This is an optimization exercise on Yosys and OpenROAD, whose aim is small area, a short achievable clock period and few clock cycles, not a production implementation.
No functional check of the RTL was part of any run shown here.
No activity file was given, so power comes from the tool's default toggle rates.

<file path="flow/design.v">
module kbd_scan_react (
    input  wire        clk,
    input  wire        rst,
    input  wire        cmd_valid,
    input  wire [7:0]  cmd,
    output wire        cmd_ready,
    output reg  [7:0]  row_n,
    input  wire [7:0]  col_n,
    input  wire [31:0] rnd_data,
    output reg         rnd_take,
    output wire [17:0] ev,
    output reg         led_valid,
    output reg  [23:0] led_data,
    output reg         draw_valid,
    output reg  [1:0]  draw_sprite,
    output wire [2:0]  fault
);
    localparam [1:0] M_RAINBOW = 2'd0, M_LIGHTNING = 2'd1, M_CHASE = 2'd2, M_CHASE2 = 2'd3;
    localparam [3:0] S_IDLE = 4'd0,
                     S_SCAN = 4'd1,    
                     S_POP  = 4'd2,    
                     S_DBW  = 4'd3,    
                     S_LFW  = 4'd4,    
                     S_LF   = 4'd5,    
                     S_LW0  = 4'd6,    
                     S_LT0  = 4'd7,    
                     S_LW1  = 4'd8,    
                     S_LT1  = 4'd9,    
                     S_LR   = 4'd10,   
                     S_LR2  = 4'd11,   
                     S_LT2  = 4'd12,   
                     S_KW0  = 4'd13,   
                     S_KT0  = 4'd14,   
                     S_KT1  = 4'd15;   
    reg [3:0]  st;
    reg        rdy;
    reg        rdy_ok;       
    reg        f_proto, f_ill;
    reg [2:0]  sc_row;
    reg        row_on;
    reg [2:0]  ic;           
    reg [2:0]   phi;
    reg [63:0]  rs;          
    reg [255:0] rc;          
    reg [63:0]  rsn;         
    reg         lap0;        
    reg [3:0]   pass;        
    reg [7:0]   bvalid;
    reg [7:0]   bkind;
    reg [2:0]   brow;
    reg [7:0]   evrow;
    reg [7:0]   ev_r;        
    reg [59:0] lk;           
    reg [11:0] lt;           
    reg [1:0]  fk;           
    reg        fws;          
    reg [7:0]  ft;
    reg        fpend;        
    reg [6:0]  lcnt;
    reg [3:0]  cidx;
    reg [7:0]  cph;          
    reg [1:0]  mode;
    reg [3:0]  rsel;         
    reg [3:0]  jsel;         
    reg        lb;           
    reg        ltrig;
    reg        ldim;
    reg [7:0]  a_p;          
    reg [4:0]  a_k;          
    reg        a_fl;         
    reg        a_ty;         
    reg [3:0]  a_d;          
    reg [1:0]  a_m3;         
    reg [1:0]  sprite;
    reg [31:0] dd;           
    reg x_ltf, x_lk, x_lm, x_dt, x_dk, x_lfin, x_lw;
    reg x_prev;              
    reg [7:0]  mbyte;
    reg [3:0]  macc;         
    reg [2:0]  mcnt;
    reg        mvalid;
    assign cmd_ready = rdy;
    assign fault     = {f_proto, f_ill, 1'b0};
    assign ev        = {ev_r[7:6], 5'd0, ev_r[5:3], 5'd0, ev_r[2:0]};
    wire ok     = cmd_valid & rdy_ok;
    wire hi1    = (cmd[7:4] == 4'h1);
    wire hi2    = (cmd[7:4] == 4'h2);
    wire hi3    = (cmd[7:4] == 4'h3);
    wire hi4    = (cmd[7:4] == 4'h4);
    wire lo0    = (cmd[3:0] == 4'h0);
    wire lo1    = (cmd[3:0] == 4'h1);
    wire lo2    = (cmd[3:0] == 4'h2);
    wire a_scan = ok & hi1 & lo0;
    wire a_db   = ok & hi2 & lo0;
    wire a_pop  = ok & hi2 & lo1;
    wire a_lt   = ok & hi3 & lo0;
    wire a_lk   = ok & hi3 & lo1;
    wire a_lf   = ok & hi3 & lo2;
    wire a_lm   = ok & hi3 & (cmd[3:2] == 2'b01);
    wire a_dt   = ok & hi4 & lo0;
    wire a_dk   = ok & hi4 & lo1;
    wire a_ill  = ok & ~((hi1 & lo0) | (hi2 & (lo0 | lo1)) | (hi3 & (lo0 | lo1 | lo2 | (cmd[3:2] == 2'b01))) |
                         (hi4 & (lo0 | lo1)));
    wire [7:0]  u_s   = lap0 ? 8'd0  : rs[7:0];
    wire [31:0] u_c   = lap0 ? 32'd0 : rc[31:0];
    wire [7:0]  u_sn  = lap0 ? 8'd0  : rsn[7:0];
    wire        in_pass = (pass != 4'd0);
    reg  [7:0]  u_s2, u_fire, u_pend;
    reg  [31:0] u_c2;
    reg  [3:0]  uc;
    reg         udif;
    integer k;
    always @* begin
        for (k = 0; k < 8; k = k + 1) begin
            uc   = u_c[4*k +: 4];
            udif = u_sn[k] ^ u_s[k];
            u_fire[k] = udif & (uc == 4'd14);
            u_pend[k] = &uc;
            u_s2[k]   = u_s[k] ^ u_fire[k];
            u_c2[4*k +: 4] = udif ? ((&uc) ? 4'd1 : uc + 4'd1) : 4'd0;
        end
    end
    wire        u_fany   = |u_fire;
    wire [7:0]  lowmask  = (8'd1 << phi) - 8'd1;
    wire        ld_now   = !in_pass && (bvalid == 8'd0) && evrow[phi] && ((evrow & lowmask) == 8'd0);
    wire        q_any    = (bvalid != 8'd0) || (evrow != 8'd0);
    wire [3:0]  p_last   = {1'b0, phi} + pass - 4'd1;
    wire        p_early  = (bvalid != 8'd0) && !p_last[3] && (brow < phi);
    wire        pop_wait = (in_pass && !p_early) || ((bvalid == 8'd0) && (evrow != 8'd0));
    reg [2:0] b_col;
    integer n;
    always @* begin
        b_col = 3'd0;
        for (n = 7; n >= 0; n = n - 1)
            if (bvalid[n]) b_col = n;
    end
    wire b_kind = bkind[b_col];
    wire [2:0] sn_wp = sc_row - phi - 3'd1;
    wire       sample = (st == S_SCAN) && row_on;
    wire       f_rb  = (fk == 2'd0);
    wire       f_c2  = (fk == 2'd3);
    wire [3:0] d0    = (f_c2 && cidx >= 4'd6) ? cidx - 4'd6 : cidx;
    wire [7:0] a0_p  = f_rb ? ft : cph - {4'd0, d0};
    wire [7:0] a_dp  = f_rb ? (fws ? ((a_m3 == 2'd2) ? 8'd22 : 8'd21) : 8'd0)
                            : (a_d == 4'd0) ? (f_c2 ? 8'd251 : 8'd245) : 8'd1;
    wire [3:0] a_dn  = (a_d == 4'd0) ? (f_c2 ? 4'd5 : 4'd11) : a_d - 4'd1;
    wire [1:0] a_m3n = (a_m3 == 2'd2) ? 2'd0 : a_m3 + 2'd1;
    wire       b_r0  = (a_p < 8'd85);
    wire       b_r2  = (a_p >= 8'd170);
    wire [7:0] lo    = {a_p[6:0], 1'b0} + a_p + {6'd0, b_r2, !b_r0 && !b_r2};   
    wire [8:0] fd    = {a_k, 3'd0} + {2'd0, a_k, 1'b0};                       
    wire [7:0] lo_v  = a_fl ? (a_ty ? 8'd128 : 8'd255) : lo;
    wire [7:0] hi_v  = a_fl ? 8'd255 : ~lo;
    wire [9:0] lo_d  = {2'd0, lo_v} - {1'b0, fd};
    wire [9:0] hi_d  = {2'd0, hi_v} - {1'b0, fd};
    wire [7:0] lo_f  = lo_d[9] ? 8'd0 : lo_d[7:0];
    wire [7:0] hi_f  = hi_d[9] ? 8'd0 : hi_d[7:0];
    wire [7:0] c_r   = (a_fl | b_r2) ? lo_f : b_r0 ? hi_f : 8'd0;
    wire [7:0] c_g   = a_fl ? lo_f : b_r0 ? 8'd0 : b_r2 ? hi_f : lo_f;
    wire [7:0] c_b   = (a_fl | !(b_r0 | b_r2)) ? hi_f : b_r0 ? lo_f : 8'd0;
    wire       c_dim = c_r < 8'd100;
    wire [3:0] m15   = (macc == 4'd15) ? 4'd0 : macc;
    wire [2:0] m5    = (m15 >= 4'd10) ? m15 - 4'd10 : (m15 >= 4'd5) ? m15 - 4'd5 : m15;
    wire [1:0] m3    = (m15 >= 4'd12) ? m15 - 4'd12 : (m15 >= 4'd9) ? m15 - 4'd9 :
                       (m15 >= 4'd6) ? m15 - 4'd6 : (m15 >= 4'd3) ? m15 - 4'd3 : m15;
    wire       r_trig = (mbyte[1:0] == 2'd0) && (m5 == 3'd0);
    wire [1:0] m43   = (mbyte[1:0] == 2'd3) ? 2'd0 : mbyte[1:0];
    wire [2:0] jt    = {1'b0, m3} + 3'd3 - {1'b0, m43};
    wire [1:0] jq    = (jt >= 3'd3) ? jt[1:0] - 2'd3 : jt[1:0];
    wire [3:0] r_j   = {jq, mbyte[1:0]};
    wire [5:0] ms1   = {2'd0, macc} + {2'd0, mbyte[7:4]} + {2'd0, mbyte[3:0]};
    wire [4:0] ms2   = {1'b0, ms1[3:0]} + {3'd0, ms1[5:4]};
    wire [3:0] ms3   = ms2[3:0] + {3'd0, ms2[4]};
    wire [3:0] cidx_next = (cidx == 4'd11) ? 4'd0 : cidx + 4'd1;
    wire [3:0] cidx_twin = (cidx_next >= 4'd6) ? cidx_next - 4'd6 : cidx_next + 4'd6;
    wire [6:0] k_last    = (mode == M_CHASE2) ? 7'd99 : 7'd9;
    wire       lt_fire   = (lcnt == k_last);
    wire dd_hit = x_dk ? 1'b0 : x_dt ? (dd == 32'd398) : (dd == 32'd399);
    wire frame_x = x_ltf | x_lk | x_lm | x_lfin | x_lw;
    wire lf_go   = (st == S_IDLE) ? (a_lf && !frame_x && !x_prev)
                                  : (st == S_LFW && !frame_x && !x_prev);
    wire a_step  = lf_go || (st == S_LF && rsel != 4'd12) || (st == S_LT1);
    wire do_pop = !pop_wait && ((st == S_POP) || (st == S_IDLE && a_pop));
    wire chase_upd = x_ltf & mode[1];
    wire l_clear   = x_lm & (mode != M_RAINBOW);
    wire l_fade    = chase_upd | x_lfin;
    reg [59:0] lk_n;
    reg [11:0] lt_n;
    reg        wr;
    integer i;
    always @* begin
        for (i = 0; i < 12; i = i + 1) begin
            wr = ((chase_upd | x_lk) & ((i == cidx_next) || (mode == M_CHASE2 && i == cidx_twin))) |
                 (x_lw & (i == jsel));
            lt_n[i] = (x_lw & (i == jsel)) ? lb : lt[i];
            if (l_clear)
                lk_n[5*i +: 5] = 5'd31;
            else if (wr)
                lk_n[5*i +: 5] = l_fade ? 5'd1 : 5'd0;
            else if (l_fade && lk[5*i +: 5] != 5'd31)
                lk_n[5*i +: 5] = lk[5*i +: 5] + 5'd1;
            else
                lk_n[5*i +: 5] = lk[5*i +: 5];
        end
    end
    always @(posedge clk) begin
        led_data <= {c_g, c_r, c_b};
        if (a_step) begin
            a_p  <= a_p + a_dp;
            a_k  <= f_rb ? 5'd0 : lk[5*rsel +: 5];
            a_ty <= lt[rsel];
            a_d  <= a_dn;
            a_m3 <= a_m3n;
        end else begin
            a_p  <= a0_p;
            a_k  <= f_rb ? 5'd0 : lk[4:0];
            a_ty <= lt[0];
            a_d  <= d0;
            a_m3 <= 2'd0;
        end
        a_fl <= (fk == 2'd1);
        lt <= lt_n;
        rs  <= {in_pass ? u_s2 : u_s, rs[63:8]};
        rc  <= {in_pass ? u_c2 : u_c, rc[255:32]};
        rsn <= {u_sn, rsn[63:8]};
        if (sample)
            rsn[8*sn_wp +: 8] <= ~col_n;
        if (rst) begin
            st <= S_IDLE; rdy <= 1'b1; rdy_ok <= 1'b1;
            f_proto <= 1'b0; f_ill <= 1'b0;
            sc_row <= 3'd0; row_on <= 1'b0; ic <= 3'd0; row_n <= 8'hFF;
            phi <= 3'd0; lap0 <= 1'b1; pass <= 4'd0;
            bvalid <= 8'd0; evrow <= 8'd0; ev_r <= 8'd0;
            lk <= {12{5'd31}}; fk <= 2'd1; fws <= 1'b0; ft <= 8'd255; fpend <= 1'b0;
            lcnt <= 7'd0; cidx <= 4'd0; cph <= 8'd255; mode <= M_RAINBOW;
            rsel <= 4'd1;
            sprite <= 2'd0; dd <= 32'd0;
            x_ltf <= 1'b0; x_lk <= 1'b0; x_lm <= 1'b0;
            x_dt <= 1'b0; x_dk <= 1'b0; x_lfin <= 1'b0; x_lw <= 1'b0; x_prev <= 1'b0;
            rnd_take <= 1'b0; led_valid <= 1'b0; draw_valid <= 1'b0;
            mcnt <= 3'd0; macc <= 4'd0; mvalid <= 1'b0;
        end else begin
            x_ltf <= 1'b0; x_lk <= 1'b0; x_lm <= 1'b0;
            x_dt <= 1'b0; x_dk <= 1'b0; x_lfin <= 1'b0; x_lw <= 1'b0;
            x_prev     <= frame_x;
            rnd_take   <= 1'b0;
            led_valid  <= 1'b0;
            draw_valid <= 1'b0;
            if (rnd_take) begin
                mcnt <= 3'd0; macc <= 4'd0; mvalid <= 1'b0;
            end else if (!mvalid) begin
                case (mcnt)
                3'd0: mbyte <= rnd_data[31:24];
                3'd1: mbyte <= rnd_data[23:16];
                3'd2: mbyte <= rnd_data[15:8];
                default: mbyte <= rnd_data[7:0];
                endcase
                if (mcnt != 3'd0)
                    macc <= ms3;
                if (mcnt == 3'd4)
                    mvalid <= 1'b1;
                else
                    mcnt <= mcnt + 3'd1;
            end
            ic <= row_on ? 3'd0 : (ic[2] ? 3'd4 : ic + 3'd1);
            phi <= phi + 3'd1;
            if (phi == 3'd7) lap0 <= 1'b0;
            if (in_pass) begin
                pass <= pass - 4'd1;
                if (u_fany) begin
                    if ((bvalid == 8'd0 && evrow == 8'd0) || (bvalid != 8'd0 && phi < brow)) begin
                        if (bvalid != 8'd0) evrow[brow] <= 1'b1;
                        brow <= phi; bvalid <= u_fire; bkind <= u_sn;
                    end else
                        evrow[phi] <= 1'b1;
                end
            end else if (ld_now) begin
                brow <= phi; bvalid <= u_pend; bkind <= u_s;
                evrow[phi] <= 1'b0;
            end
            lk <= lk_n;
            if (x_lm) begin
                if (mode == M_RAINBOW)
                    fpend <= 1'b1;
                else begin
                    fk <= mode; cidx <= 4'd0; cph <= 8'd255;
                end
            end else if (chase_upd | x_lk) begin
                cidx <= cidx_next;
                cph  <= cph + 8'd1;
            end
            if (x_ltf && mode == M_RAINBOW) begin
                fk <= 2'd0;
                if (fpend) begin
                    fws <= 1'b1; ft <= 8'd0; fpend <= 1'b0;
                end else
                    ft <= ft + 8'd1;
            end
            if (x_dk)
                dd <= 32'd0;
            else if (x_dt)
                dd <= dd + 32'd1;
            if (lf_go) begin
                st <= S_LF; rdy <= 1'b0; rdy_ok <= 1'b0;
                led_valid <= 1'b1; rsel <= 4'd2;
            end
            case (st)
            S_IDLE: begin
                if (a_scan) begin
                    st <= S_SCAN; rdy <= 1'b0; rdy_ok <= 1'b0; sc_row <= 3'd0;
                    if (ic >= 3'd3 && !in_pass) begin
                        row_n <= 8'hFE; row_on <= 1'b1;
                    end
                end
                if (a_db) begin
                    if (in_pass) begin
                        st <= S_DBW; rdy <= 1'b0; rdy_ok <= 1'b0;
                    end else if (q_any) begin
                        f_proto <= 1'b1; rdy_ok <= 1'b0;
                    end else
                        pass <= 4'd8;
                end
                if (a_pop && pop_wait) begin
                    st <= S_POP; rdy <= 1'b0; rdy_ok <= 1'b0;
                end
                if (a_lt) begin
                    if (lt_fire) begin
                        lcnt <= 7'd0;
                        if (mode == M_LIGHTNING) begin
                            rdy <= 1'b0; rdy_ok <= 1'b0;
                            if (mvalid) begin
                                st <= S_LT0; rnd_take <= 1'b1; ltrig <= r_trig;
                            end else
                                st <= S_LW0;
                        end else
                            x_ltf <= 1'b1;
                    end else
                        lcnt <= lcnt + 7'd1;
                end
                if (a_lk) begin
                    if (mode == M_LIGHTNING) begin
                        rdy <= 1'b0; rdy_ok <= 1'b0;
                        if (mvalid) begin
                            st <= S_KT0; rnd_take <= 1'b1; jsel <= r_j;
                        end else
                            st <= S_KW0;
                    end else if (mode == M_CHASE)
                        x_lk <= 1'b1;
                end
                if (a_lf && !lf_go) begin
                    st <= S_LFW; rdy <= 1'b0; rdy_ok <= 1'b0;
                end
                if (a_lm) begin
                    mode <= cmd[1:0]; lcnt <= 7'd0; x_lm <= 1'b1;
                end
                if (a_dt) begin
                    x_dt <= 1'b1;
                    if (dd_hit) begin
                        sprite <= 2'd0; draw_sprite <= 2'd0; draw_valid <= 1'b1;
                    end
                end
                if (a_dk) begin
                    x_dk <= 1'b1;
                    sprite      <= (sprite == 2'd1) ? 2'd2 : 2'd1;
                    draw_sprite <= (sprite == 2'd1) ? 2'd2 : 2'd1;
                    draw_valid  <= 1'b1;
                end
                if (a_ill) begin
                    f_ill <= 1'b1; rdy_ok <= 1'b0;
                end
            end
            S_SCAN: begin
                if (row_on) begin
                    row_n  <= 8'hFF;
                    row_on <= 1'b0;
                    sc_row <= sc_row + 3'd1;
                    if (sc_row == 3'd7) begin
                        st <= S_IDLE; rdy <= 1'b1; rdy_ok <= 1'b1;
                    end
                end else if (ic >= 3'd3 && !in_pass) begin
                    row_n  <= ~(8'd1 << sc_row);
                    row_on <= 1'b1;
                end
            end
            S_DBW: begin
                if (!in_pass) begin
                    st <= S_IDLE; rdy <= 1'b1;
                    if (q_any)
                        f_proto <= 1'b1;
                    else begin
                        pass <= 4'd8; rdy_ok <= 1'b1;
                    end
                end
            end
            S_POP: if (!pop_wait) begin
                st <= S_IDLE; rdy <= 1'b1; rdy_ok <= 1'b1;
            end
            S_LF: begin
                led_valid <= 1'b1;
                if (rsel == 4'd12) begin
                    st <= S_IDLE; rdy <= 1'b1; rdy_ok <= 1'b1; rsel <= 4'd1;
                end else
                    rsel <= rsel + 4'd1;
            end
            S_LW0: begin
                if (mvalid) begin
                    st <= S_LT0; rnd_take <= 1'b1; ltrig <= r_trig;
                end
            end
            S_LT0: begin
                if (ltrig)
                    st <= S_LW1;
                else begin
                    st <= S_IDLE; rdy <= 1'b1; rdy_ok <= 1'b1; x_lfin <= 1'b1;
                end
            end
            S_LW1: begin
                if (mvalid) begin
                    st <= S_LT1; rnd_take <= 1'b1; jsel <= r_j; rsel <= r_j;
                end
            end
            S_LT1: begin
                st <= S_LR; rsel <= 4'd1;
            end
            S_LR: begin
                ldim <= c_dim;
                st <= S_LR2;
            end
            S_LR2: begin
                if (ldim) begin
                    st <= S_LT2; rnd_take <= 1'b1;
                end else begin
                    st <= S_IDLE; rdy <= 1'b1; rdy_ok <= 1'b1; x_lfin <= 1'b1;
                end
            end
            S_LT2: begin
                lb <= rnd_data[0];
                st <= S_IDLE; rdy <= 1'b1; rdy_ok <= 1'b1; x_lfin <= 1'b1; x_lw <= 1'b1;
            end
            S_KW0: begin
                if (mvalid) begin
                    st <= S_KT0; rnd_take <= 1'b1; jsel <= r_j;
                end
            end
            S_KT0: begin
                st <= S_KT1; rnd_take <= 1'b1;
            end
            S_KT1: begin
                lb <= rnd_data[0];
                st <= S_IDLE; rdy <= 1'b1; rdy_ok <= 1'b1; x_lw <= 1'b1;
            end
            default: ;
            endcase
            if (do_pop) begin
                if (bvalid == 8'd0)
                    ev_r <= 8'd0;
                else begin
                    ev_r <= {1'b1, b_kind, brow, b_col};
                    bvalid[b_col] <= 1'b0;
                    if (b_kind) begin
                        x_dk <= 1'b1;
                        sprite      <= (sprite == 2'd1) ? 2'd2 : 2'd1;
                        draw_sprite <= (sprite == 2'd1) ? 2'd2 : 2'd1;
                        draw_valid  <= 1'b1;
                        if (mode == M_LIGHTNING) begin
                            rdy <= 1'b0; rdy_ok <= 1'b0;
                            if (mvalid) begin
                                st <= S_KT0; rnd_take <= 1'b1; jsel <= r_j;
                            end else
                                st <= S_KW0;
                        end else if (mode == M_CHASE)
                            x_lk <= 1'b1;
                    end
                end
            end
        end
    end
endmodule
</file>
<file path="flow/flow/run.sh">
#!/bin/bash
# Standard ORFS layout (standard synthesis), with timing repair aimed at a
# larger setup slack than the default so that the achieved period is short.
set -euo pipefail
bash standard.sh SETUP_SLACK_MARGIN=10 finish > standard.log 2>&1
</file>
<file path="flow/standard.sh">
#!/bin/bash
# synth_recipe.tcl (not shown) runs the flow's synth.tcl, then flattens the netlist and writes it again
# the make line also repeats each setting of config.mk as NAME=value (left out here)
make -C /OpenROAD-flow-scripts/flow DESIGN_CONFIG=/design/flow/config.mk WORK_HOME=/design/flow/orfs CLKGATE_MAP_FILE= SYNTH_SCRIPT=/design/flow/synth_recipe.tcl "${@:-finish}"
</file>
<file path="flow/config.mk">
export PLATFORM = sky130hd
export DESIGN_NAME = kbd_scan_react
export DESIGN_NICKNAME = kbd_scan_react
export VERILOG_FILES = /design/flow/design.v
export SDC_FILE = /design/flow/constraint.sdc
export NUM_CORES = 8
export LEC_CHECK = 0
export CAP_MARGIN = 20
export CORE_MARGIN = 2
export CORE_UTILIZATION = 40
export PLACE_DENSITY = 0.6
export SLEW_MARGIN = 20
</file>
<file path="flow/constraint.sdc">
create_clock -name core_clock -period 14.0 [get_ports {clk}]
set_input_delay 2.8000 -clock core_clock [delete_from_list [all_inputs] [get_ports {clk}]]
set_output_delay 2.8000 -clock core_clock [all_outputs]
set_load 0.01 [all_outputs]
</file>
==> flow_summary_export.csv, run 1 <==
group,metric,value,unit
outcome,status,"finished clean",
detailed_routing,wl_per_cell,17.3,µm
detailed_routing,first_iter_violations,1643,
critical_path,cp-start-kind,"flip-flop",
clock_network,cts.clk_slew.worst_paths,0.06,ns
timing,clock_skew,0.0290,ns
hold_path,holdCritPathClass,"flip-flop to flip-flop",
synth,ys.warnings.count,1,
critical_path,cp.arrival,5.11,ns
synth,synth-edff-count,40,
layout,seq_area,14000,µm²
timing,setup-tns-final,0,ns
timing,timing.slew.headroom,0.258,
synth,synth_flop_cell,"dfxtp_1",
timing,setup_viol,0,
detailed_routing,met3WireLength,3910,µm
placement,place.gp.congestion,0.865,
placement,place_area,30200,µm²
layout,syn2layout_area_growth,19.2,%
detailed_routing,routed_wl,69500,µm
floorplanning,start_util,0.403,
pwr,vdd_drop_max,0.000123,V
timing,post-route-min-period,4.78,ns
timing,finalMaxSlewViolations,0,
layout,multi_input_area,14300,µm²
detailed_routing,dr.max_layer_used,"met5",
critical_path,slowest_stage,"fa_1",
floorplanning,fp.dieH,269,µm
clock_network,cts_buffer_depth,3,
clock_network,cts_tree,"built",
synth,async_flop_share,0,
synth,syn_avg_cell_area,9.73,µm²
synth,syn_inst,2896,
floorplanning,dieWidth,269,µm
detailed_routing,drt-met1-wl,30100,µm
critical_path,path_class,"flip-flop to flip-flop",
global_route,grt_first_pass_wirelength,112000,µm
timing,grt_setup_unrepaired,"yes",
global_route,antenna_found_initial,7,
pwr,p_leak,0.0125,µW
timing,tightest_slew,1.10,ns
detailed_routing,drc,0,
clock_network,cts.sink_count,674,
placement,io_buffers,98,
hold_path,min_path_cells,0,
clock_network,root_buffer,"clkbuf_16",
layout,drive_gt1_frac,0.149,
layout,nNetsFinal,3246,
synth,synth.distinct_cells,96,
floorplanning,coreArea,69900,µm²
clock_network,cts_made_buffers,69,
global_route,grt.overflow.total,0,
critical_path,endpoint_kind,"flip-flop",
clock_network,postCtsHoldBufs,0,
detailed_routing,dr.pass1.iters,7,
floorplanning,io-pin-count,110,
detailed_routing,routed-via-count,21898,
floorplanning,design.die.area,72600,µm²
global_route,globalRouteTotalUtil,0.186,
placement,dp_hpwl,47700,µm
global_route,grt_start_max_net_pins,86,
layout,n_fill_cell,6459,
critical_path,ff2ff_path_depth,25,
floorplanning,num_rows,97,
timing,finalHoldViolCount,0,
flow_run,cap_viol_max_count,0,
detailed_routing,detail-route-antenna-nets,0,
detailed_routing,vias_per_cell,5.45,
critical_path,required,14.34,ns
clock_network,htreeDepth,3,
global_route,grt_pass1_vias,21580,
synth,yosysSeqAreaShare,0.493,
layout,design_area,33600,µm²
synth,syn-cell-area,28200,µm²
critical_path,slowest_delay,0.45,ns
synth,synth-seq-cells,674,
clock_network,clk_latency,0.62,ns
pwr,p_per_area,160,nW/µm²
timing,period_share,0.341,
timing,fmax,209,MHz
detailed_routing,met2_length,33300,µm
critical_path,worst-path-max-fanout,3,
## per-layer routing
metal	track usage	vias to the layer above
met4	0.0630	8
met5	0	-
met1	0.236	10593
met2	0.316	587
li1	-	10549
met3	0.0368	161
## layout make-up
class	count	share of cell area
antenna	2	0.000149
clock buffer	93	0.0571
clock inverter	31	0.0125
inverter	108	0.0122
multi-input combinational	2006	0.425
sequential	674	0.416
tap	940	0.0350
timing repair buffer	164	0.0427
## synth_stat cells (all sizes together) (24+ instances only)
master,instances,area (µm²)
nor3,73,393
mux2i,70,701
a211oi,26,195
clkbuf,85,372
xor2,67,587
inv,107,402
nand3,79,395
ha,157,1960
o21ai,205,1040
nor2,244,918
nand4,45,282
or2,27,169
edfxtp,40,1200
xnor2,51,447
buf,41,263
o22ai,24,150
a31oi,24,150
nand2,265,995
or3,29,186
a21oi,182,915
and3,34,215
nor2b,36,225
dfxtp,634,12700
nand2b,27,169
## placed cells by master (no fill, tap or decap), drive strengths merged, types with 36 or more instances in the layout
master	instances
clkbuf	103
mux2i	70
buf	101
inv	113
nor3	73
nand3	79
o21ai	212
dfxtp	634
a21oi	182
ha	157
nor2b	36
nand4	45
clkdlybuf4s50	40
xnor2	51
nor2	244
edfxtp	40
xor2	67
nand2	265
## final timing paths
path              slack, ns  endpoint    from
hold reg to reg        0.32    rs[33]  rs[41]
setup reg to reg       9.22      ldim  a_p[0]
setup / recovery       9.22      ldim  a_p[0]
hold / removal         0.32    rs[33]  rs[41]
## critical path, delay by kind of cell, from the launching register on
| family | cells | cell delay (ns) |
|---|---|---|
| adder cells (fa/ha/maj) | 5 | 1.39 |
| AND/OR/NAND/NOR | 7 | 1.21 |
| AO/OA/AOI/OAI | 8 | 1.16 |
| flip-flops | 1 | 0.36 |
| buffers and inverters | 4 | 0.26 |
| XOR/XNOR | 1 | 0.13 |
## cell families after synthesis
group                    after synthesis  synth area share
AND/OR/NAND/NOR                      961             0.168
AO/OA/AOI/OAI                        640             0.142
XOR/XNOR                             118            0.0367
other                                  1          0.000133
multiplexers                          96            0.0429
buffers and inverters                234            0.0369
flip-flops                           674             0.493
adder cells (fa/ha/maj)              172            0.0804
## registers in the layout, indices dropped and copies added (netlist names), 5 cells and up
name      cells
bkind         8
rs           64
a_p           8
cph           8
led_data     24
a_k           5
bvalid        8
mbyte         8
row_n         8
dd           32
evrow         8
rc          256
ft            8
lcnt          7
lk           60
lt           12
ev_r          8
rsn          64
## where the power goes
part / internal [µW] / total, µW / switching, µW
Clock: 1090 / 1880 / 788
Sequential: 2000 / 2090 / 88.1
Combinational: 578 / 1390 / 812
Total: 3670 / 5360 / 1690
## through the flow
stage | hold WS, ns | total power, µW | util | instances | worst slack, ns
floorplan | 0.310 | 3070 | - | 2906 | 9.55
global placement | 0.310 | 3300 | 0.431 | 3830 | 8.00
detailed placement | 0.312 | 3350 | 0.431 | 3830 | 8.25
CTS | 0.321 | 5350 | 0.475 | 4000 | 9.26
global route | 0.325 | 5640 | 0.480 | 4016 | 9.04
finish | 0.317 | 5360 | 0.480 | 4018 | 9.22
## what timing repair did
item	4_1_cts	5_1_grt
endpoints found under the setup margin	161	97
gates resized for setup	311	74
buffers inserted	40	13
gates cloned	6	3
pin swaps	34	38
==> run 2: changes to the inputs <==
--- a/flow/design.v
+++ b/flow/design.v
@@ -13,5 +13,5 @@
     output reg  [23:0] led_data,
     output reg         draw_valid,
-    output reg  [1:0]  draw_sprite,
+    output wire [1:0]  draw_sprite,
     output wire [2:0]  fault
 );
@@ -66,5 +66,5 @@
     reg        ltrig;
     reg        ldim;
-    reg [7:0]  a_p;          
+    reg [9:0]  a_p3;         
     reg [4:0]  a_k;          
     reg        a_fl;         
@@ -80,5 +80,8 @@
     reg [2:0]  mcnt;
     reg        mvalid;
-    assign cmd_ready = rdy;
+    reg [3:0]  rj_q;         
+    reg        rtrig_q;      
+    assign cmd_ready   = rdy;
+    assign draw_sprite = sprite;
     assign fault     = {f_proto, f_ill, 1'b0};
     assign ev        = {ev_r[7:6], 5'd0, ev_r[5:3], 5'd0, ev_r[2:0]};
@@ -142,11 +145,14 @@
     wire [3:0] d0    = (f_c2 && cidx >= 4'd6) ? cidx - 4'd6 : cidx;
     wire [7:0] a0_p  = f_rb ? ft : cph - {4'd0, d0};
-    wire [7:0] a_dp  = f_rb ? (fws ? ((a_m3 == 2'd2) ? 8'd22 : 8'd21) : 8'd0)
-                            : (a_d == 4'd0) ? (f_c2 ? 8'd251 : 8'd245) : 8'd1;
+    wire [9:0] a0_p3 = {2'd0, a0_p} + {1'd0, a0_p, 1'b0};
+    wire [10:0] a_dp3 = f_rb ? (fws ? ((a_m3 == 2'd2) ? 11'd66 : 11'd63) : 11'd0)
+                             : (a_d == 4'd0) ? (f_c2 ? -11'd15 : -11'd33) : 11'd3;
+    wire [10:0] a_s3  = {1'b0, a_p3} + a_dp3;
+    wire [9:0]  a_p3n = {a_s3[10] ? 2'b10 : (a_s3[9:8] == 2'b11) ? 2'b00 : a_s3[9:8], a_s3[7:0]};
     wire [3:0] a_dn  = (a_d == 4'd0) ? (f_c2 ? 4'd5 : 4'd11) : a_d - 4'd1;
     wire [1:0] a_m3n = (a_m3 == 2'd2) ? 2'd0 : a_m3 + 2'd1;
-    wire       b_r0  = (a_p < 8'd85);
-    wire       b_r2  = (a_p >= 8'd170);
-    wire [7:0] lo    = {a_p[6:0], 1'b0} + a_p + {6'd0, b_r2, !b_r0 && !b_r2};   
+    wire       b_r0  = (a_p3 < 10'd255);
+    wire       b_r2  = (a_p3 >= 10'd510);
+    wire [7:0] lo    = a_p3[7:0] + {6'd0, b_r2, !b_r0 && !b_r2};   
     wire [8:0] fd    = {a_k, 3'd0} + {2'd0, a_k, 1'b0};                       
     wire [7:0] lo_v  = a_fl ? (a_ty ? 8'd128 : 8'd255) : lo;
@@ -207,5 +213,5 @@
         led_data <= {c_g, c_r, c_b};
         if (a_step) begin
-            a_p  <= a_p + a_dp;
+            a_p3 <= a_p3n;
             a_k  <= f_rb ? 5'd0 : lk[5*rsel +: 5];
             a_ty <= lt[rsel];
@@ -213,5 +219,5 @@
             a_m3 <= a_m3n;
         end else begin
-            a_p  <= a0_p;
+            a_p3 <= a0_p3;
             a_k  <= f_rb ? 5'd0 : lk[4:0];
             a_ty <= lt[0];
@@ -256,9 +262,9 @@
                 default: mbyte <= rnd_data[7:0];
                 endcase
-                if (mcnt != 3'd0)
+                if (mcnt != 3'd0 && mcnt != 3'd5)
                     macc <= ms3;
-                if (mcnt == 3'd4)
-                    mvalid <= 1'b1;
-                else
+                if (mcnt == 3'd5) begin
+                    mvalid <= 1'b1; rj_q <= r_j; rtrig_q <= r_trig;
+                end else
                     mcnt <= mcnt + 3'd1;
             end
@@ -330,5 +336,5 @@
                             rdy <= 1'b0; rdy_ok <= 1'b0;
                             if (mvalid) begin
-                                st <= S_LT0; rnd_take <= 1'b1; ltrig <= r_trig;
+                                st <= S_LT0; rnd_take <= 1'b1; ltrig <= rtrig_q;
                             end else
                                 st <= S_LW0;
@@ -342,5 +348,5 @@
                         rdy <= 1'b0; rdy_ok <= 1'b0;
                         if (mvalid) begin
-                            st <= S_KT0; rnd_take <= 1'b1; jsel <= r_j;
+                            st <= S_KT0; rnd_take <= 1'b1; jsel <= rj_q;
                         end else
                             st <= S_KW0;
@@ -357,5 +363,5 @@
                     x_dt <= 1'b1;
                     if (dd_hit) begin
-                        sprite <= 2'd0; draw_sprite <= 2'd0; draw_valid <= 1'b1;
+                        sprite <= 2'd0; draw_valid <= 1'b1;
                     end
                 end
@@ -363,5 +369,4 @@
                     x_dk <= 1'b1;
                     sprite      <= (sprite == 2'd1) ? 2'd2 : 2'd1;
-                    draw_sprite <= (sprite == 2'd1) ? 2'd2 : 2'd1;
                     draw_valid  <= 1'b1;
                 end
@@ -405,5 +410,5 @@
             S_LW0: begin
                 if (mvalid) begin
-                    st <= S_LT0; rnd_take <= 1'b1; ltrig <= r_trig;
+                    st <= S_LT0; rnd_take <= 1'b1; ltrig <= rtrig_q;
                 end
             end
@@ -417,5 +422,5 @@
             S_LW1: begin
                 if (mvalid) begin
-                    st <= S_LT1; rnd_take <= 1'b1; jsel <= r_j; rsel <= r_j;
+                    st <= S_LT1; rnd_take <= 1'b1; jsel <= rj_q; rsel <= rj_q;
                 end
             end
@@ -440,5 +445,5 @@
             S_KW0: begin
                 if (mvalid) begin
-                    st <= S_KT0; rnd_take <= 1'b1; jsel <= r_j;
+                    st <= S_KT0; rnd_take <= 1'b1; jsel <= rj_q;
                 end
             end
@@ -461,10 +466,9 @@
                         x_dk <= 1'b1;
                         sprite      <= (sprite == 2'd1) ? 2'd2 : 2'd1;
-                        draw_sprite <= (sprite == 2'd1) ? 2'd2 : 2'd1;
-                        draw_valid  <= 1'b1;
+                            draw_valid  <= 1'b1;
                         if (mode == M_LIGHTNING) begin
                             rdy <= 1'b0; rdy_ok <= 1'b0;
                             if (mvalid) begin
-                                st <= S_KT0; rnd_take <= 1'b1; jsel <= r_j;
+                                st <= S_KT0; rnd_take <= 1'b1; jsel <= rj_q;
                             end else
                                 st <= S_KW0;
==> flow/flow/run.sh (replaced) <==
#!/bin/bash
# Standard ORFS layout (standard synthesis, unchanged). Timing repair aims at a
# larger setup slack than the default so that the achieved period is short.
set -euo pipefail
bash standard.sh SETUP_SLACK_MARGIN=10.5 finish > standard.log 2>&1
==> flow_summary_export.csv, run 2 <==
group,metric,value,unit
outcome,status,"finished clean",
global_route,grt_first_pass_wirelength,118000,µm
synth,synthTopCellsByCount,"dfxtp_1, nand2_1, nor2_1, a21oi_1, o21ai_0",
layout,largest_reg_flops,256,
synth,yosysMostFrequentCell,"dfxtp_1",
layout,finalCoreUtilization,0.512,
clock_network,cts_buffer_depth,3,
clock_network,htreeDepth,3,
synth,yosysSeqAreaShare,0.497,
detailed_routing,dr.pass1.iters,6,
critical_path,slowest_delay,0.41,ns
synth,syn_inst,2914,
flow_run,cap_viol_max_count,0,
layout,regMostFlops,"rc",
timing,setup-tns-final,0,ns
timing,clock_skew,0.0386,ns
floorplanning,design.die.area,72700,µm²
critical_path,path_class,"flip-flop to flip-flop",
floorplanning,coreArea,69900,µm²
detailed_routing,routed_wl,74000,µm
placement,dp_hpwl,48600,µm
layout,layout_commonest_cell,"dfxtp_1",
critical_path,endpoint_kind,"flip-flop",
layout,final_cell_mix,"dfxtp_1, nand2_1, nor2_1",
clock_network,cts.sink_count,679,
critical_path,cp-start-kind,"flip-flop",
timing,fmax,219,MHz
timing,finalMaxSlewViolations,0,
pwr,p_per_area,158,nW/µm²
synth,synth-edff-count,43,
global_route,globalRouteTotalUtil,0.198,
clock_network,clk_latency,0.64,ns
detailed_routing,vias_per_cell,5.37,
hold_path,holdCritPathClass,"flip-flop to flip-flop",
floorplanning,num_rows,97,
layout,n_fill_cell,6249,
detailed_routing,first_iter_violations,1498,
critical_path,regToRegStartpoint,"a_p3[6]",
critical_path,slowest_stage,"or3_4",
critical_path,cp.arrival,4.99,ns
critical_path,startpoint,"a_p3[6]",
clock_network,cts.clk_slew.worst_paths,0.06,ns
pwr,p_leak,0.0133,µW
timing,post-route-min-period,4.56,ns
synth,synth-seq-cells,679,
layout,drive_gt1_frac,0.219,
layout,nNetsFinal,3365,
synth,syn-cell-area,28200,µm²
detailed_routing,drc,0,
synth,synth.distinct_cells,85,
layout,syn2layout_area_growth,26.8,%
synth,async_flop_share,0,
clock_network,root_buffer,"clkbuf_16",
critical_path,worst-path-max-fanout,10,
synth,ys.warnings.count,1,
timing,timing.slew.headroom,0.335,
timing,finalHoldViolCount,0,
layout,largestRegisters,"rc (256), rs (64), rsn (64)",
timing,grt_setup_unrepaired,"yes",
synth,synth.top_cell.area_share,0.451,
floorplanning,io-pin-count,110,
detailed_routing,routed-via-count,22246,
critical_path,crit_top_cell,"buf_4",
detailed_routing,detail-route-antenna-nets,0,
global_route,grt.overflow.total,0,
floorplanning,dieWidth,270,µm
timing,setup_viol,0,
floorplanning,start_util,0.404,
pwr,vdd_drop_max,0.000128,V
global_route,grt_pass1_vias,21906,
placement,io_buffers,98,
synth,yosysTopAreaCell,"dfxtp_1",
layout,antenna_cells,0,
floorplanning,fp.dieH,270,µm
synth,yosys-top-cells-area,"dfxtp_1, ha_1, edfxtp_1",
timing,tightest_slew,0.996,ns
global_route,antenna_found_initial,2,
clock_network,cts_made_buffers,73,
clock_network,cts_tree,"built",
placement,place.gp.congestion,0.904,
synth,synth_flop_cell,"dfxtp_1",
global_route,grt_start_max_net_pins,83,
synth,syn_avg_cell_area,9.68,µm²
timing,period_share,0.325,
hold_path,min-delay-start,"rc[92]",
critical_path,required,14.44,ns
detailed_routing,wl_per_cell,17.9,µm
[run 2: worst paths after layout]
| path | end | slack, ns | depth (start not counted) |
|---|---|---|---|
| worst max-delay path | ldim | 9.44 | 28 |
| worst min-delay path | rc[60] | 0.31 | 0 |
| worst max register to register | ldim | 9.44 | 28 |
| worst min register to register | rc[60] | 0.31 | 0 |
[run 2: kinds of logic after synthesis]
family | after synthesis | synth area share
buffers and inverters | 210 | 0.0298
other | 1 | 0.000133
XOR/XNOR | 129 | 0.0400
flip-flops | 679 | 0.497
AO/OA/AOI/OAI | 622 | 0.138
AND/OR/NAND/NOR | 1012 | 0.174
adder cells (fa/ha/maj) | 167 | 0.0781
multiplexers | 94 | 0.0434
[run 2: worst max-delay path: cells and delay by family (launching register included)]
kind,cells,cell delay (ns)
flip-flops,1,0.35
AO/OA/AOI/OAI,2,0.40
buffers and inverters,20,2.44
AND/OR/NAND/NOR,6,1.19
[run 2: per-layer routing]
metal	vias up	share of wire	GRT usage
met3	164	0.052	0.0395
met2	533	0.47	0.330
met1	10741	0.45	0.260
li1	10804	-	-
met5	-	0.00035	0
met4	4	0.026	0.0591
[run 2: what timing repair did]
action / 4_1_cts / 5_1_grt
buffers inserted: 109 / 39
setup endpoints to repair: 312 / 237
endpoints found under the hold margin: 0 / 0
gates cloned: 9 / 0
pin swaps: 79 / 73
gates resized for setup: 515 / 159
hold buffers: 0 / 0
[run 2: final cells by class]
| cell class | instances | area (µm²) | share of cell area |
|---|---|---|---|
| multi-input combinational | 2042 | 14900 | 0.416 |
| sequential | 679 | 14100 | 0.396 |
| timing repair buffer | 261 | 2510 | 0.0702 |
| clock buffer | 97 | 2040 | 0.0570 |
| tap | 940 | 1180 | 0.0329 |
| clock inverter | 37 | 657 | 0.0184 |
| inverter | 90 | 349 | 0.00976 |
[run 2: where the power goes]
part           internal, µW  leakage, µW  switching [µW]
logic                   587      0.00650             878
clock network          1260      0.00129             846
registers              2020      0.00555            75.8
total                  3860       0.0133            1800
[run 2: through the flow]
stage | hold WS [ns] | instance area (µm²) | total power [µW] | std cells | setup WS, ns
finish | 0.311 | 35800 | 5660 | 4146 | 9.44
CTS | 0.309 | 34800 | 5550 | 4106 | 9.55
global route | 0.320 | 35800 | 5920 | 4146 | 9.30
detailed placement | 0.312 | 30300 | 3240 | 3854 | 7.95
global placement | 0.310 | 30300 | 3220 | 3854 | 8.05
floorplan | 0.310 | 28800 | 2990 | 2924 | 9.31
==> run 3: changes to the inputs <==
==> flow/flow/run.sh (replaced) <==
#!/bin/bash
# Standard ORFS layout (standard synthesis, unchanged). Timing repair aims at a
# larger setup slack than the default so that the achieved period is short.
set -euo pipefail
bash standard.sh SETUP_SLACK_MARGIN=10 finish > standard.log 2>&1
==> flow_summary_export.csv, run 3 <==
group,metric,value,unit
outcome,status,"finished clean",
critical_path,cp-start-kind,"flip-flop",
clock_network,htreeDepth,3,
critical_path,cp.depth,20,
layout,finalCoreUtilization,0.485,
detailed_routing,drc,0,
floorplanning,coreArea,69900,µm²
synth,synth_flop_cell,"dfxtp_1",
detailed_routing,wl_per_cell,17.2,µm
floorplanning,num_rows,97,
global_route,grt_first_pass_wirelength,111000,µm
pwr,p_per_area,157,nW/µm²
synth,synth-seq-cells,679,
hold_path,holdCritPathClass,"flip-flop to flip-flop",
layout,regMostFlops,"rc",
clock_network,clk_latency,0.62,ns
clock_network,cts.clk_slew.worst_paths,0.06,ns
synth,ys.warnings.count,1,
timing,setup_viol,0,
timing,finalMaxSlewViolations,0,
critical_path,ff2ff_path_depth,20,
pwr,p_leak,0.0127,µW
global_route,grt.overflow.total,0,
timing,grt_setup_unrepaired,"yes",
synth,synth.top_cell.area_share,0.451,
synth,yosys-top-cells-area,"dfxtp_1, ha_1, edfxtp_1",
layout,syn2layout_area_growth,20.2,%
detailed_routing,dr.pass1.iters,6,
timing,period_share,0.318,
hold_path,min_path_cells,0,
layout,largest_reg_flops,256,
detailed_routing,routed-via-count,21792,
critical_path,slowest_delay,0.41,ns
synth,yosysTopAreaCell,"dfxtp_1",
timing,layout_setup_ws,9.54,ns
synth,syn-cell-area,28200,µm²
critical_path,required,14.34,ns
layout,largestRegisters,"rc (256), rs (64), rsn (64)",
placement,place.gp.congestion,0.891,
synth,synth-edff-count,43,
clock_network,cts_buffer_depth,3,
detailed_routing,detail-route-antenna-nets,0,
timing,clock_skew,0.0247,ns
critical_path,crit_path_end,"ldim",
synth,yosysSeqAreaShare,0.497,
floorplanning,dieWidth,270,µm
critical_path,path_class,"flip-flop to flip-flop",
pwr,vdd_drop_max,0.000116,V
pwr,power,5340,µW
clock_network,cts_made_buffers,72,
critical_path,worstPathCellList,"nand4_1 > nor2_2 > nand2_1 > mux2_4 > nor2_4 > ha_4 > inv_2 > fa_2 > mux2_2 > ha_1 > fa_2 > nor2b_1 > o21a_1 > o21ai_4 > a2111oi_4 > buf_6 > o31a_1 > nand2_2 > o22ai_4 > a31oi_4",
detailed_routing,routed_wl,69900,µm
layout,antenna_cells,0,
floorplanning,fp.dieH,270,µm
critical_path,worst-path-max-fanout,5,
global_route,globalRouteTotalUtil,0.187,
critical_path,slowest_stage,"fa_2",
layout,final_cell_mix,"dfxtp_1, nand2_1, nor2_1",
placement,dp_hpwl,47400,µm
critical_path,crit_top_cell,"fa_2",
synth,yosysMostFrequentCell,"dfxtp_1",
timing,post-route-min-period,4.46,ns
placement,dp_slack,8.20,ns
synth,synth.distinct_cells,85,
critical_path,worstReg2RegEnd,"ldim",
clock_network,cts.sink_count,679,
detailed_routing,first_iter_violations,1497,
global_route,antenna_found_initial,7,
layout,layout_commonest_cell,"dfxtp_1",
floorplanning,start_util,0.404,
layout,n_fill_cell,6435,
floorplanning,io-pin-count,110,
global_route,grt_pass1_vias,21150,
flow_run,cap_viol_max_count,0,
critical_path,endpoint_kind,"flip-flop",
global_route,grt_start_max_net_pins,81,
floorplanning,design.die.area,72700,µm²
clock_network,cts_tree,"built",
layout,drive_gt1_frac,0.151,
critical_path,regToRegStartpoint,"a_p3[3]",
critical_path,path_buf_inv,2,
synth,syn_avg_cell_area,9.68,µm²
timing,finalHoldViolCount,0,
detailed_routing,vias_per_cell,5.37,
layout,nNetsFinal,3283,
critical_path,reg2reg_slack,9.54,ns
timing,timing.slew.headroom,0.108,
timing,setup-tns-final,0,ns
timing,fmax,224,MHz
critical_path,startpoint,"a_p3[3]",
synth,syn_inst,2914,
synth,async_flop_share,0,
critical_path,cpLargestDelayFamily,"adder cells",
placement,io_buffers,98,
critical_path,cp.arrival,4.80,ns
synth,synthTopCellsByCount,"dfxtp_1, nand2_1, nor2_1, a21oi_1, o21ai_0",
clock_network,root_buffer,"clkbuf_16",
timing,tightest_slew,1.34,ns
run 3: cell counts after synthesis:
No cell type changed its count.
run 3: area by class of cell:
cell class,count,area [µm²],area share
Clock buffer,101,2090,0.0617
Sequential cell,679,14100,0.415
Clock inverter,26,427,0.0126
Tap cell,940,1180,0.0347
Inverter,90,338,0.00996
Timing Repair Buffer,183,1560,0.0460
Multi-Input combinational cell,2039,14200,0.420
run 3: how the worst min path moves through the flow:
stage,start,to,slack (ns)
3_3_place_gp,rc[34],rc[2],0.31
4_1_cts,rc[107],rc[75],0.32
3_5_place_dp,rc[249],rc[217],0.31
6_report,rs[14],rs[6],0.32
5_1_grt,rs[40],rs[32],0.33
2_1_floorplan,rc[32],rc[0],0.31
run 3: where the power goes:
group / switching, µW / total (µW) / internal (µW)
clock: 798 / 1980 / 1190
combinational: 769 / 1260 / 491
sequential: 77.8 / 2090 / 2020
total: 1640 / 5340 / 3690
run 3: timing repair:
item | in CTS | in global routing
setup endpoints to repair | 288 | 197
cloned | 4 | 2
pin swaps | 27 | 41
hold buffers | 0 | 0
buffers inserted | 36 | 34
endpoints found under the hold margin | 0 | 0
gates resized for setup | 276 | 110
run 3: logic make-up after synthesis:
kind of cell             share of synthesized area
multiplexers                                0.0434
flip-flops                                   0.497
AO/OA/AOI/OAI                                0.138
AND/OR/NAND/NOR                              0.174
other                                     0.000133
XOR/XNOR                                    0.0400
buffers and inverters                       0.0298
adder cells (fa/ha/maj)                     0.0781
run 3: per-stage QoR:
stage / hold WS (ns) / std cells / area (µm²)
6_report: 0.317 / 4058 / 33900
5_1_grt: 0.327 / 4058 / 33900
4_1_cts: 0.321 / 4022 / 33300
3_5_place_dp: 0.312 / 3855 / 30200
3_3_place_gp: 0.310 / 3855 / 30200
2_1_floorplan: 0.310 / 2924 / 28500
run 3: metal layers:
metal  global-route usage  part of all wire  vias to the layer above
met2                0.316              0.47                      557
met5                    0           0.00070                        -
met4               0.0579             0.026                        8
met3               0.0383             0.053                      133
li1                     -                 -                    10616
met1                0.238              0.45                    10478
==> run 4: changes to the inputs <==
--- a/flow/design.v
+++ b/flow/design.v
@@ -66,8 +66,10 @@
     reg        ltrig;
     reg        ldim;
+    reg [7:0]  p0r;          
     reg [9:0]  a_p3;         
-    reg [4:0]  a_k;          
+    reg [7:0]  a_lo;         
+    reg        a_r0, a_r2;   
+    reg [8:0]  a_fd;         
     reg        a_fl;         
-    reg        a_ty;         
     reg [3:0]  a_d;          
     reg [1:0]  a_m3;         
@@ -75,5 +77,5 @@
     reg [31:0] dd;           
     reg x_ltf, x_lk, x_lm, x_dt, x_dk, x_lfin, x_lw;
-    reg x_prev;              
+    reg x_prev, x_prev2;     
     reg [7:0]  mbyte;
     reg [3:0]  macc;         
@@ -141,23 +143,32 @@
     wire [2:0] sn_wp = sc_row - phi - 3'd1;
     wire       sample = (st == S_SCAN) && row_on;
+    wire frame_x = x_ltf | x_lk | x_lm | x_lfin | x_lw;
+    wire lf_ok   = !frame_x && !x_prev && !x_prev2;
+    wire lf_go   = (st == S_IDLE) ? (a_lf && lf_ok) : (st == S_LFW && lf_ok);
+    wire a_step  = lf_go || (st == S_LF && rsel != 4'd12) || (st == S_LT1);
     wire       f_rb  = (fk == 2'd0);
     wire       f_c2  = (fk == 2'd3);
     wire [3:0] d0    = (f_c2 && cidx >= 4'd6) ? cidx - 4'd6 : cidx;
     wire [7:0] a0_p  = f_rb ? ft : cph - {4'd0, d0};
-    wire [9:0] a0_p3 = {2'd0, a0_p} + {1'd0, a0_p, 1'b0};
+    wire [9:0] a0_p3 = {2'd0, p0r} + {1'd0, p0r, 1'b0};
     wire [10:0] a_dp3 = f_rb ? (fws ? ((a_m3 == 2'd2) ? 11'd66 : 11'd63) : 11'd0)
                              : (a_d == 4'd0) ? (f_c2 ? -11'd15 : -11'd33) : 11'd3;
     wire [10:0] a_s3  = {1'b0, a_p3} + a_dp3;
     wire [9:0]  a_p3n = {a_s3[10] ? 2'b10 : (a_s3[9:8] == 2'b11) ? 2'b00 : a_s3[9:8], a_s3[7:0]};
+    wire [9:0]  n_p3  = a_step ? a_p3n : a0_p3;
+    wire        n_r0  = (n_p3 < 10'd255);
+    wire        n_r2  = (n_p3 >= 10'd510);
+    wire [7:0]  n_lo  = n_p3[7:0] + {6'd0, n_r2, !n_r0 && !n_r2};    
+    wire [3:0]  n_sel = a_step ? rsel : 4'd0;
+    wire [4:0]  n_k   = f_rb ? 5'd0 : lk[5*n_sel +: 5];
+    wire        n_ty  = lt[n_sel];
+    wire        n_fl  = (fk == 2'd1);
     wire [3:0] a_dn  = (a_d == 4'd0) ? (f_c2 ? 4'd5 : 4'd11) : a_d - 4'd1;
     wire [1:0] a_m3n = (a_m3 == 2'd2) ? 2'd0 : a_m3 + 2'd1;
-    wire       b_r0  = (a_p3 < 10'd255);
-    wire       b_r2  = (a_p3 >= 10'd510);
-    wire [7:0] lo    = a_p3[7:0] + {6'd0, b_r2, !b_r0 && !b_r2};   
-    wire [8:0] fd    = {a_k, 3'd0} + {2'd0, a_k, 1'b0};                       
-    wire [7:0] lo_v  = a_fl ? (a_ty ? 8'd128 : 8'd255) : lo;
-    wire [7:0] hi_v  = a_fl ? 8'd255 : ~lo;
-    wire [9:0] lo_d  = {2'd0, lo_v} - {1'b0, fd};
-    wire [9:0] hi_d  = {2'd0, hi_v} - {1'b0, fd};
+    wire       b_r0  = a_r0;
+    wire       b_r2  = a_r2;
+    wire [7:0] hi_v  = a_fl ? 8'd255 : ~a_lo;
+    wire [9:0] lo_d  = {2'd0, a_lo} - {1'b0, a_fd};
+    wire [9:0] hi_d  = {2'd0, hi_v} - {1'b0, a_fd};
     wire [7:0] lo_f  = lo_d[9] ? 8'd0 : lo_d[7:0];
     wire [7:0] hi_f  = hi_d[9] ? 8'd0 : hi_d[7:0];
@@ -183,8 +194,4 @@
     wire       lt_fire   = (lcnt == k_last);
     wire dd_hit = x_dk ? 1'b0 : x_dt ? (dd == 32'd398) : (dd == 32'd399);
-    wire frame_x = x_ltf | x_lk | x_lm | x_lfin | x_lw;
-    wire lf_go   = (st == S_IDLE) ? (a_lf && !frame_x && !x_prev)
-                                  : (st == S_LFW && !frame_x && !x_prev);
-    wire a_step  = lf_go || (st == S_LF && rsel != 4'd12) || (st == S_LT1);
     wire do_pop = !pop_wait && ((st == S_POP) || (st == S_IDLE && a_pop));
     wire chase_upd = x_ltf & mode[1];
@@ -212,18 +219,13 @@
     always @(posedge clk) begin
         led_data <= {c_g, c_r, c_b};
-        if (a_step) begin
-            a_p3 <= a_p3n;
-            a_k  <= f_rb ? 5'd0 : lk[5*rsel +: 5];
-            a_ty <= lt[rsel];
-            a_d  <= a_dn;
-            a_m3 <= a_m3n;
-        end else begin
-            a_p3 <= a0_p3;
-            a_k  <= f_rb ? 5'd0 : lk[4:0];
-            a_ty <= lt[0];
-            a_d  <= d0;
-            a_m3 <= 2'd0;
-        end
-        a_fl <= (fk == 2'd1);
+        p0r  <= a0_p;
+        a_p3 <= n_p3;
+        a_r0 <= n_r0;
+        a_r2 <= n_r2;
+        a_lo <= n_fl ? (n_ty ? 8'd128 : 8'd255) : n_lo;
+        a_fd <= {n_k, 3'd0} + {2'd0, n_k, 1'b0};
+        a_fl <= n_fl;
+        a_d  <= a_step ? a_dn  : d0;
+        a_m3 <= a_step ? a_m3n : 2'd0;
         lt <= lt_n;
         rs  <= {in_pass ? u_s2 : u_s, rs[63:8]};
@@ -243,5 +245,5 @@
             sprite <= 2'd0; dd <= 32'd0;
             x_ltf <= 1'b0; x_lk <= 1'b0; x_lm <= 1'b0;
-            x_dt <= 1'b0; x_dk <= 1'b0; x_lfin <= 1'b0; x_lw <= 1'b0; x_prev <= 1'b0;
+            x_dt <= 1'b0; x_dk <= 1'b0; x_lfin <= 1'b0; x_lw <= 1'b0; x_prev <= 1'b0; x_prev2 <= 1'b0;
             rnd_take <= 1'b0; led_valid <= 1'b0; draw_valid <= 1'b0;
             mcnt <= 3'd0; macc <= 4'd0; mvalid <= 1'b0;
@@ -250,4 +252,5 @@
             x_dt <= 1'b0; x_dk <= 1'b0; x_lfin <= 1'b0; x_lw <= 1'b0;
             x_prev     <= frame_x;
+            x_prev2    <= x_prev;
             rnd_take   <= 1'b0;
             led_valid  <= 1'b0;
@@ -348,5 +351,5 @@
                         rdy <= 1'b0; rdy_ok <= 1'b0;
                         if (mvalid) begin
-                            st <= S_KT0; rnd_take <= 1'b1; jsel <= rj_q;
+                            st <= S_KT0; rnd_take <= 1'b1;
                         end else
                             st <= S_KW0;
@@ -422,9 +425,9 @@
             S_LW1: begin
                 if (mvalid) begin
-                    st <= S_LT1; rnd_take <= 1'b1; jsel <= rj_q; rsel <= rj_q;
+                    st <= S_LT1; rnd_take <= 1'b1; rsel <= rj_q;
                 end
             end
             S_LT1: begin
-                st <= S_LR; rsel <= 4'd1;
+                st <= S_LR; rsel <= 4'd1; jsel <= rj_q;
             end
             S_LR: begin
@@ -445,9 +448,9 @@
             S_KW0: begin
                 if (mvalid) begin
-                    st <= S_KT0; rnd_take <= 1'b1; jsel <= rj_q;
+                    st <= S_KT0; rnd_take <= 1'b1;
                 end
             end
             S_KT0: begin
-                st <= S_KT1; rnd_take <= 1'b1;
+                st <= S_KT1; rnd_take <= 1'b1; jsel <= rj_q;
             end
             S_KT1: begin
@@ -470,5 +473,5 @@
                             rdy <= 1'b0; rdy_ok <= 1'b0;
                             if (mvalid) begin
-                                st <= S_KT0; rnd_take <= 1'b1; jsel <= rj_q;
+                                st <= S_KT0; rnd_take <= 1'b1;
                             end else
                                 st <= S_KW0;
==> flow/flow/run.sh (replaced) <==
#!/bin/bash
# Standard ORFS layout (standard synthesis, unchanged). Timing repair aims at a
# larger setup slack than the default so that the achieved period is short.
set -euo pipefail
bash standard.sh SETUP_SLACK_MARGIN=10.3 finish > standard.log 2>&1
==> flow_summary_export.csv, run 4 <==
group,metric,value,unit
synth,async_flop_share,0,
timing,grt_setup_unrepaired,"yes",
layout,regMostFlops,"rc",
floorplanning,num_rows,99,
clock_network,postCtsHoldBufs,0,
synth,synth.top_cell.area_share,0.444,
global_route,grt_start_max_net_pins,87,
critical_path,path_class,"input port to flip-flop",
synth,syn-cell-area,29600,µm²
floorplanning,start_util,0.405,
synth,synth-edff-count,43,
detailed_routing,routed-via-count,22945,
critical_path,startpoint,"cmd[0]",
global_route,globalRouteTotalUtil,0.186,
clock_network,htreeDepth,3,
detailed_routing,vias_per_cell,5.37,
layout,largestRegisters,"rc (256), rs (64), rsn (64)",
placement,dp_slack,6.59,ns
placement,dp_hpwl,48700,µm
timing,period_share,0.413,
detailed_routing,first_iter_violations,1638,
layout,antenna_cells,0,
critical_path,required,14.45,ns
flow_run,cap_viol_max_count,0,
layout,nNetsFinal,3473,
timing,setup-tns-final,0,ns
detailed_routing,detail-route-antenna-nets,0,
layout,largest_reg_flops,256,
timing,clock_skew,0.0413,ns
synth,synthTopCellsByCount,"dfxtp_1, nand2_1, nor2_1, o21ai_0, a21oi_1",
layout,final_cell_mix,"dfxtp_1, nand2_1, nor2_1",
pwr,vdd_drop_max,0.000116,V
synth,yosysTopAreaCell,"dfxtp_1",
synth,synth-seq-cells,700,
synth,yosysMostFrequentCell,"dfxtp_1",
floorplanning,fp.dieH,276,µm
layout,design_area,35500,µm²
placement,io_buffers,98,
clock_network,clk_latency,0.63,ns
global_route,grt_pass1_vias,21310,
global_route,antenna_found_initial,1,
layout,syn2layout_area_growth,19.9,%
synth,yosysSeqAreaShare,0.488,
placement,place_area,31600,µm²
timing,post-route-min-period,5.79,ns
synth,synth.distinct_cells,103,
critical_path,regToRegStartpoint,"a_d[0]",
critical_path,endpoint_kind,"flip-flop",
synth,ys.warnings.count,1,
clock_network,cts_tree,"built",
timing,hold_slack,0.305,ns
clock_network,cts.sink_count,700,
clock_network,cts_made_buffers,75,
timing,layout_setup_ws,8.21,ns
synth,syn_inst,3123,
layout,layout_commonest_cell,"dfxtp_1",
critical_path,worst-path-max-fanout,4,
detailed_routing,wl_per_cell,16.8,µm
outcome,status,"finished clean",
floorplanning,io-pin-count,110,
critical_path,cp.arrival,6.23,ns
detailed_routing,routed_wl,71600,µm
detailed_routing,dr.pass1.iters,16,
floorplanning,dieWidth,276,µm
global_route,grt.overflow.total,0,
timing,tightest_slew,1.11,ns
timing,fmax,173,MHz
floorplanning,design.die.area,76200,µm²
global_route,grt_first_pass_wirelength,114000,µm
timing,setup_viol,0,
synth,yosys-top-cells-area,"dfxtp_1, ha_1, edfxtp_1",
layout,drive_gt1_frac,0.147,
clock_network,root_buffer,"clkbuf_16",
hold_path,holdCritPathClass,"flip-flop to flip-flop",
critical_path,cp-start-kind,"input port",
detailed_routing,drc,0,
pwr,p_per_area,130,nW/µm²
timing,timing.slew.headroom,0.260,
hold_path,min-delay-start,"rc[57]",
clock_network,cts_buffer_depth,3,
timing,finalHoldViolCount,0,
synth,synth_flop_cell,"dfxtp_1",
pwr,p_leak,0.0132,µW
placement,place.gp.congestion,0.874,
synth,syn_avg_cell_area,9.48,µm²
floorplanning,coreArea,73100,µm²
clock_network,cts.clk_slew.worst_paths,0.06,ns
timing,finalMaxSlewViolations,0,
pwr,power,4600,µW
-- run 4: changes by cell type in the layout (fill, tap and decap cells not counted), sizes merged, moves of 15 or more --
cell    change
o21ai      +44
or3        +17
nor2       -35
mux2       -15
dfxtp      +21
buf        +22
o211ai     +17
nand2      +22
a21oi      +31
xor2       -17
inv        +21
mux2i      +22
-- run 4: worst max-delay path: stages --
cell and delay (ns):
buf_12 0.10, nor4b_4 0.28, nand4_1 0.20, a21o_1 0.23, buf_12 0.15, a221oi_4 0.29, a32oi_2 0.16, or4b_4 0.55
a21oi_4 0.18, ha_4 0.15, inv_2 0.03, fa_2 0.35, nand4b_1 0.25, a22oi_2 0.26, xnor2_1 0.16, o22ai_1 0.10
-- run 4: cell type report --
cell class | instances | area [µm²]
Clock buffer | 109 | 2230
Clock inverter | 28 | 368
Fill cell | 6798 | 37600
Inverter | 108 | 409
Multi-Input combinational cell | 2185 | 15000
Sequential cell | 700 | 14500
Tap cell | 959 | 1200
Timing Repair Buffer | 185 | 1750
-- run 4: metal layers --
metal  part of all wire  wire length (µm)  GRT usage
met2               0.44             31700      0.291
met4              0.025              1800     0.0569
met5                  0                 0          0
met1               0.48             34400      0.262
met3              0.052              3710     0.0302
-- run 4: per-stage QoR --
step,util,instances
2_1_floorplan,-,3133
3_3_place_gp,0.432,4062
3_5_place_dp,0.432,4062
4_1_cts,0.478,4249
5_1_grt,0.485,4274
6_report,0.485,4274
-- run 4: final timing paths --
path / slack (ns) / end / depth (start not counted)
setup / recovery: 8.21 / a_lo[6] / 16
hold reg to reg: 0.31 / rc[25] / 0
setup reg to reg: 8.43 / a_lo[6] / 20
hold / removal: 0.31 / rc[25] / 0
-- run 4: repair_timing --
action | CTS | global route
gates cloned | 2 | 1
resized for setup | 394 | 89
setup buffers | 48 | 24
pin swaps | 41 | 40
endpoints found under the setup margin | 203 | 260
hold endpoints to repair | 0 | 0
-- run 4: power by group --
group,internal [µW],switching [µW],total [µW]
Clock,1210,835,2050
Sequential,2030,28.3,2060
Combinational,183,302,485
Total,3430,1170,4600
-- run 4: cell families (layout without fill, tap and decap cells) --
family,count (synthesis),in the layout,synth area share
and+or+nand+nor,1026,1028,0.170
AOI/OAI and AO/OA,776,777,0.165
DFF,700,700,0.488
buffers and inverters,251,430,0.0351
adders and majority gates,167,167,0.0744
xor gates and xnor gates,114,114,0.0337
muxes,88,88,0.0332
other,1,11,0.000127
==> run 5: changes to the inputs <==
==> flow/flow/run.sh (replaced) <==
#!/bin/bash
# Standard ORFS layout (standard synthesis, unchanged). Timing repair aims at a
# larger setup slack than the default so that the achieved period is short.
set -euo pipefail
bash standard.sh SETUP_SLACK_MARGIN=10 finish > standard.log 2>&1
==> flow_summary_export.csv, run 5 <==
group,metric,value,unit
outcome,status,"finished clean",
clock_network,htreeDepth,3,
synth,synth-seq-cells,700,
global_route,grt_start_max_net_pins,87,
layout,antenna_cells,0,
detailed_routing,first_iter_violations,1626,
synth,yosys-top-cells-area,"dfxtp_1, ha_1, edfxtp_1",
detailed_routing,drt-met1-wl,33700,µm
detailed_routing,met2_length,32600,µm
detailed_routing,routed_wl,72000,µm
global_route,antenna_found_initial,3,
pwr,clock_power_share,0.455,
synth,yosysMostFrequentCell,"dfxtp_1",
critical_path,worst-path-max-fanout,5,
critical_path,path_class,"input port to flip-flop",
timing,finalHoldViolCount,0,
clock_network,cts_tree,"built",
floorplanning,dieWidth,276,µm
layout,design_area,35300,µm²
detailed_routing,wl_per_cell,16.9,µm
synth,async_flop_share,0,
pwr,p_per_area,132,nW/µm²
layout,n_fill_cell,6851,
detailed_routing,detail-route-antenna-nets,0,
pwr,vdd_drop_max,0.000113,V
layout,finalCoreUtilization,0.483,
floorplanning,fp.dieH,276,µm
detailed_routing,met3WireLength,3790,µm
synth,yosysTopAreaCell,"dfxtp_1",
layout,layout_commonest_cell,"dfxtp_1",
pwr,pwr-share-seq,0.443,
timing,grt_setup_unrepaired,"yes",
synth,syn-cell-area,29600,µm²
timing,hold_slack,0.322,ns
global_route,globalRouteTotalUtil,0.186,
critical_path,reg2reg_slack,8.40,ns
critical_path,cp.arrival,6.27,ns
timing,period_share,0.417,
synth,synthTopCellsByCount,"dfxtp_1, nand2_1, nor2_1, o21ai_0, a21oi_1",
layout,largestRegisters,"rc (256), rs (64), rsn (64)",
critical_path,ff2ff_path_depth,21,
pwr,internal_power,3490,µW
timing,post-route-min-period,5.84,ns
critical_path,worstReg2RegEnd,"a_lo[6]",
critical_path,startpoint,"cmd[0]",
floorplanning,start_util,0.405,
synth,synth.top_cell.area_share,0.444,
timing,finalMaxSlewViolations,0,
pwr,comb_power_share,0.102,
global_route,grt_pass1_vias,21532,
critical_path,endpoint_kind,"flip-flop",
layout,drive_gt1_frac,0.129,
clock_network,cts.clk_slew.worst_paths,0.06,ns
synth,syn_inst,3123,
placement,place.gp.congestion,0.895,
layout,largest_reg_flops,256,
synth,synth-edff-count,43,
clock_network,cts_made_buffers,75,
pwr,power,4650,µW
synth,synth_flop_cell,"dfxtp_1",
critical_path,cp-start-kind,"input port",
detailed_routing,dr.max_layer_used,"met5",
clock_network,root_buffer,"clkbuf_16",
hold_path,hold-path-endpoint,"rc[135]",
clock_network,postCtsHoldBufs,0,
clock_network,clk_latency,0.64,ns
flow_run,cap_viol_max_count,0,
synth,ys.warnings.count,1,
floorplanning,coreArea,73100,µm²
synth,yosysSeqAreaShare,0.488,
critical_path,regToRegStartpoint,"a_d[0]",
-- run 5: final cells by class --
type                            count  area, µm²  share of cell area
Inverter                          108        405              0.0115
Clock buffer                      102       2130              0.0603
Multi-Input combinational cell   2183      14900               0.421
Clock inverter                     36        594              0.0168
Timing Repair Buffer              183       1650              0.0468
Tap cell                          959       1200              0.0340
Sequential cell                   700      14500               0.410
-- run 5: how the worst max path moves through the flow --
stage / endpoint / slack (ns)
floorplan: a_lo[6] / 8.02
global placement: a_lo[6] / 6.66
detailed placement: a_lo[6] / 6.63
CTS: a_lo[4] / 8.26
global route: a_lo[6] / 8.05
finish: a_lo[6] / 8.16
-- run 5: what timing repair did --
item / in CTS / in global routing
pin swaps: 32 / 29
gates resized for setup: 250 / 109
endpoints found under the setup margin: 171 / 97
buffers inserted: 35 / 32
cloned: 1 / 1
-- run 5: routing by layer --
layer	vias to the layer above	track usage
met5	-	0
met3	137	0.0350
met1	10906	0.254
li1	11407	-
met4	4	0.0572
met2	550	0.297
-- run 5: cell families (layout without fill, tap and decap cells) --
family / after synthesis / count (layout) / share of synthesized area
simple gates: 1026 / 1027 / 0.170
compound gates: 776 / 776 / 0.165
flops: 700 / 700 / 0.488
buf+inv: 251 / 429 / 0.0351
fa+ha+maj: 167 / 167 / 0.0744
xor+xnor: 114 / 114 / 0.0337
mux: 88 / 88 / 0.0332
other cells: 1 / 11 / 0.000127
-- run 5: power groups by stage --
stage	clock (µW)	sequential, µW	combinational (µW)
5_1_grt	2250	2070	539
4_1_cts	2170	2060	473
3_3_place_gp	0	2110	463
3_5_place_dp	0	2110	469
6_report	2120	2060	473
2_1_floorplan	0	2090	362
-- run 5: worst max-delay path: stages --
cell	delay, ns
buf_12	0.10
nor4b_4	0.31
nand4_1	0.19
a21o_1	0.25
buf_12	0.15
a221oi_4	0.29
a32oi_2	0.15
or4b_4	0.54
a21oi_4	0.17
ha_4	0.16
inv_2	0.04
fa_2	0.36
nand4b_1	0.26
a22oi_2	0.28
xnor2_1	0.14
o22ai_1	0.07
-- run 5: metrics by stage --
step / instances / setup slack [ns]
6_report: 4271 / 8.16
4_1_cts: 4238 / 8.26
3_5_place_dp: 4064 / 6.63
2_1_floorplan: 3133 / 8.02
5_1_grt: 4271 / 8.05
3_3_place_gp: 4064 / 6.66
